What follows belongs to an exercise in optimizing a design on an open flow for small area; a production flow would make more cautious choices.
At most, simulation tests tie the RTL to the original design; equivalence was not proved.
No activity file was given, so power comes from the tool's default toggle rates.

Setup of job 101:
==> flow/design.v (excerpt) <==
module lfsr_memtest #(
    parameter DW = 256,
    parameter AW = 24
) (
    input  wire          clk,
    input  wire          rst,
    input  wire [4:0]    host_cmd,
    input  wire [AW-1:0] host_wdata,
    output reg  [AW-1:0] host_rdata,
    output wire          w_stb,
    output wire [DW-1:0] w_data,
    input  wire          w_ack,
    input  wire          r_stb,
    input  wire [DW-1:0] r_data,
    output wire          r_ack
);
Size: roughly 570 I/O pins.
export LEC_CHECK = 0
export CAP_MARGIN = 20
export CORE_AREA = 5 5 315 315
export CTS_BUF_LIST = sky130_fd_sc_hd__clkbuf_4 sky130_fd_sc_hd__clkbuf_8
export CTS_CLUSTER_DIAMETER = 150
export CTS_CLUSTER_SIZE = 40
export DIE_AREA = 0 0 320 320
export SETUP_SLACK_MARGIN = 0.3
export SLEW_MARGIN = 20
export SYNTH_HIERARCHICAL = 1
create_clock -name core_clock -period 5.0 [get_ports {clk}]
standard.sh (not shown) runs the stock make flow with config.mk's settings and CLKGATE_MAP_FILE= SYNTH_SCRIPT=/design/flow/synth_recipe.tcl, a recipe that flattens the netlist after the stock synthesis.
==> flow/flow/run.sh <==
#!/bin/bash
# The standard layout, except that the port buffers are sky130_fd_sc_hd__buf_1
# instead of the buffer buffer_ports picks by default (clkdlybuf4s50_1).
set -euo pipefail
export BUFFER_PORTS_ARGS="-buffer_cell sky130_fd_sc_hd__buf_1"
export GPL_KEEP_OVERFLOW=0
bash standard.sh > standard_flow.log 2>&1
Modified inputs, job 102 compared to job 101
--- a/flow/flow/run.sh
+++ b/flow/flow/run.sh
@@ -6 +5,0 @@
-export GPL_KEEP_OVERFLOW=0
--- a/flow/config.mk
+++ b/flow/config.mk
@@ -9 +9 @@
-export CORE_AREA = 5 5 315 315
+export CORE_AREA = 5 5 225 225
@@ -13 +13 @@
-export DIE_AREA = 0 0 320 320
+export DIE_AREA = 0 0 230 230
Internal power consumption grows by a little under 10% when moving from job 101 to job 102.
A critical path's slowest cell of sky130_fd_sc_hd__dfxtp_1 is what job 102 shows, while sky130_fd_sc_hd__xor2_2 belongs to job 101.
Going from job 101 to job 102, post-layout total power increased by 0.44 mW relative to the old numbers; clock network fraction of total power decreased by 1.3 points relative to the old numbers; count of clock-buffer cells in the layout decreased by 1 relative to the old numbers.
Final cycle utilization of the critical path: job 102 lower than job 101
Relative to job 102, the following input files were edited for job 103:
--- a/flow/config.mk
+++ b/flow/config.mk
@@ -9 +9 @@
-export CORE_AREA = 5 5 225 225
+export CORE_AREA = 5 5 315 315
@@ -13 +13 @@
-export DIE_AREA = 0 0 230 230
+export DIE_AREA = 0 0 320 320
### Flow results
Job 103 ends up with higher number of antenna diodes than job 102 does. From job 102 to job 103 the numbers moved as follows: well-tap cell count up 650, internal power of the cells down 0.16 mW, signal arrival time at the worst endpoint up 200 ps, clock-buffer cell count down 1. Via count of the first global-routing pass shrinks slightly when moving from job 102 to job 103.
Here is what was changed in the inputs of job 104 compared with job 103.
--- a/flow/flow/run.sh
+++ b/flow/flow/run.sh
@@ -5,0 +6 @@
+export GPL_KEEP_OVERFLOW=0
--- a/flow/config.mk
+++ b/flow/config.mk
@@ -10 +10 @@
-export CTS_BUF_LIST = sky130_fd_sc_hd__clkbuf_4 sky130_fd_sc_hd__clkbuf_8
+export CTS_BUF_LIST = sky130_fd_sc_hd__clkbuf_8
@@ -14 +14 @@
-export SETUP_SLACK_MARGIN = 0.3
+export SETUP_SLACK_MARGIN = 0.1
Results
- Total via count after detailed routing, job 104 vs job 103: down by a few percent
- | clock buffer count | lower: job 103 |
- In job 104 relative to job 103, design area had gone down slightly.
- Summary of job 104 over job 103: wire length of the first global-routing pass fell by 5.5 mm; sequential share of layout area rose by 0.34 points; number of hold-slack violations in the final timing report stayed essentially flat; routed wire length fell by 5.6%.
Function was not checked in any run of this note: the RTL went through the layout flow alone.

---

== before ==
Another version of the RTL of lfsr_memtest (not shown whole).
Size in the first run: about 1500 cells after synthesis, ~140 flip-flops, ~570 I/O pins, ~0.013 mm² of cells after synthesis.
export LEC_CHECK = 0
export CAP_MARGIN = 20
export CORE_AREA = 5 5 315 315
export DIE_AREA = 0 0 320 320
export SETUP_SLACK_MARGIN = 0.03
export SLEW_MARGIN = 20
export SYNTH_HIERARCHICAL = 1
create_clock -name core_clock -period 5.0 [get_ports {clk}]
==> flow/flow/run.sh <==
#!/bin/bash
# The standard layout (standard.sh, its synthesis unchanged), with three
# settings that ORFS reads from the environment:
#  - the port buffers are sky130_fd_sc_hd__buf_1 instead of the buffer that
#    buffer_ports picks by default (clkdlybuf4s50_1);
#  - timing-driven global placement does not keep the buffers of its trial
#    repair_design (GPL_KEEP_OVERFLOW=0); the later repair steps still run;
#  - clock tree synthesis inserts no dummy loads.
# ORFS writes each step's full log under orfs/logs/; make's own output goes to
# standard_flow.log here.
set -euo pipefail
export BUFFER_PORTS_ARGS="-buffer_cell sky130_fd_sc_hd__buf_1"
export GPL_KEEP_OVERFLOW=0
export CTS_ARGS="-sink_clustering_enable -repair_clock_nets -buf_list sky130_fd_sc_hd__clkbuf_8 -sink_clustering_size 40 -sink_clustering_max_diameter 150 -dont_use_dummy_load"
bash standard.sh > standard_flow.log 2>&1
#### Input delta (after over before)
- CTS_CLUSTER_SIZE now 40, previously not set
- SETUP_SLACK_MARGIN now 0.1, was 0.03
- CTS_CLUSTER_DIAMETER now 150, previously not set
- CTS_BUF_LIST now sky130_fd_sc_hd__clkbuf_8, previously not set
- DIE_AREA now 0 0 240 240, was 0 0 320 320
- CORE_AREA now 5 5 235 235, was 5 5 315 315
==> flow/flow/run.sh <==
#!/bin/bash
# The standard layout, except that the port buffers are sky130_fd_sc_hd__buf_1
# instead of the buffer buffer_ports picks by default (clkdlybuf4s50_1).
set -euo pipefail
export BUFFER_PORTS_ARGS="-buffer_cell sky130_fd_sc_hd__buf_1"
export GPL_KEEP_OVERFLOW=0
bash standard.sh > standard_flow.log 2>&1
### Flow results
Relative to before, the worst-case setup margin in the final layout of after is lower by 0.016 ns. Fmax: before and after compared, lower one is after. after: post-route fraction of the period consumed by the critical path is 0.31 points higher than what before reported. Non-clock buffer count in after is 0.34% lower than in before. Comparing after against before, there is no change at all in proportion of synthesized chip area in sequential cells.

separate check: timing with driven ports:
In the flow no input, the clock included, has a driving cell. The finished layouts below were timed again as built, in two steps.
Step 1 sets driving cells, clkbuf_16 on the clock port and buf_2 on the other inputs (assumed; they add their load-dependent delay and slew).
Step 2 times the ports against the registers' clock, not the clock port: input delays grow and output delays shrink by t, the midpoint of the rising clock arrivals with the driver on.
Three values: no drivers, after step 1, after step 2; two values: the first two.
run	t, ns	setup WS [ns]	clock arrival spread, ns	worst data-port slew with drivers (ns)	cell pins on the clock port's net
job 101	0.570	0.327 / 0.327 / 0.327	0.019 / 0.019	0.21	1
job 102	0.478	0.475 / 0.475 / 0.475	0.012 / 0.012	0.08	1
job 103	0.575	0.370 / 0.370 / 0.370	0.020 / 0.019	0.22	1
job 104	0.565	0.223 / 0.223 / 0.223	0.024 / 0.024	0.20	1
before	0.509	0.097 / 0.097 / 0.097	0.046 / 0.046	0.16	1
after	0.518	0.081 / 0.081 / 0.081	0.017 / 0.017	0.08	1
After both steps setup and hold are still met in every run listed.
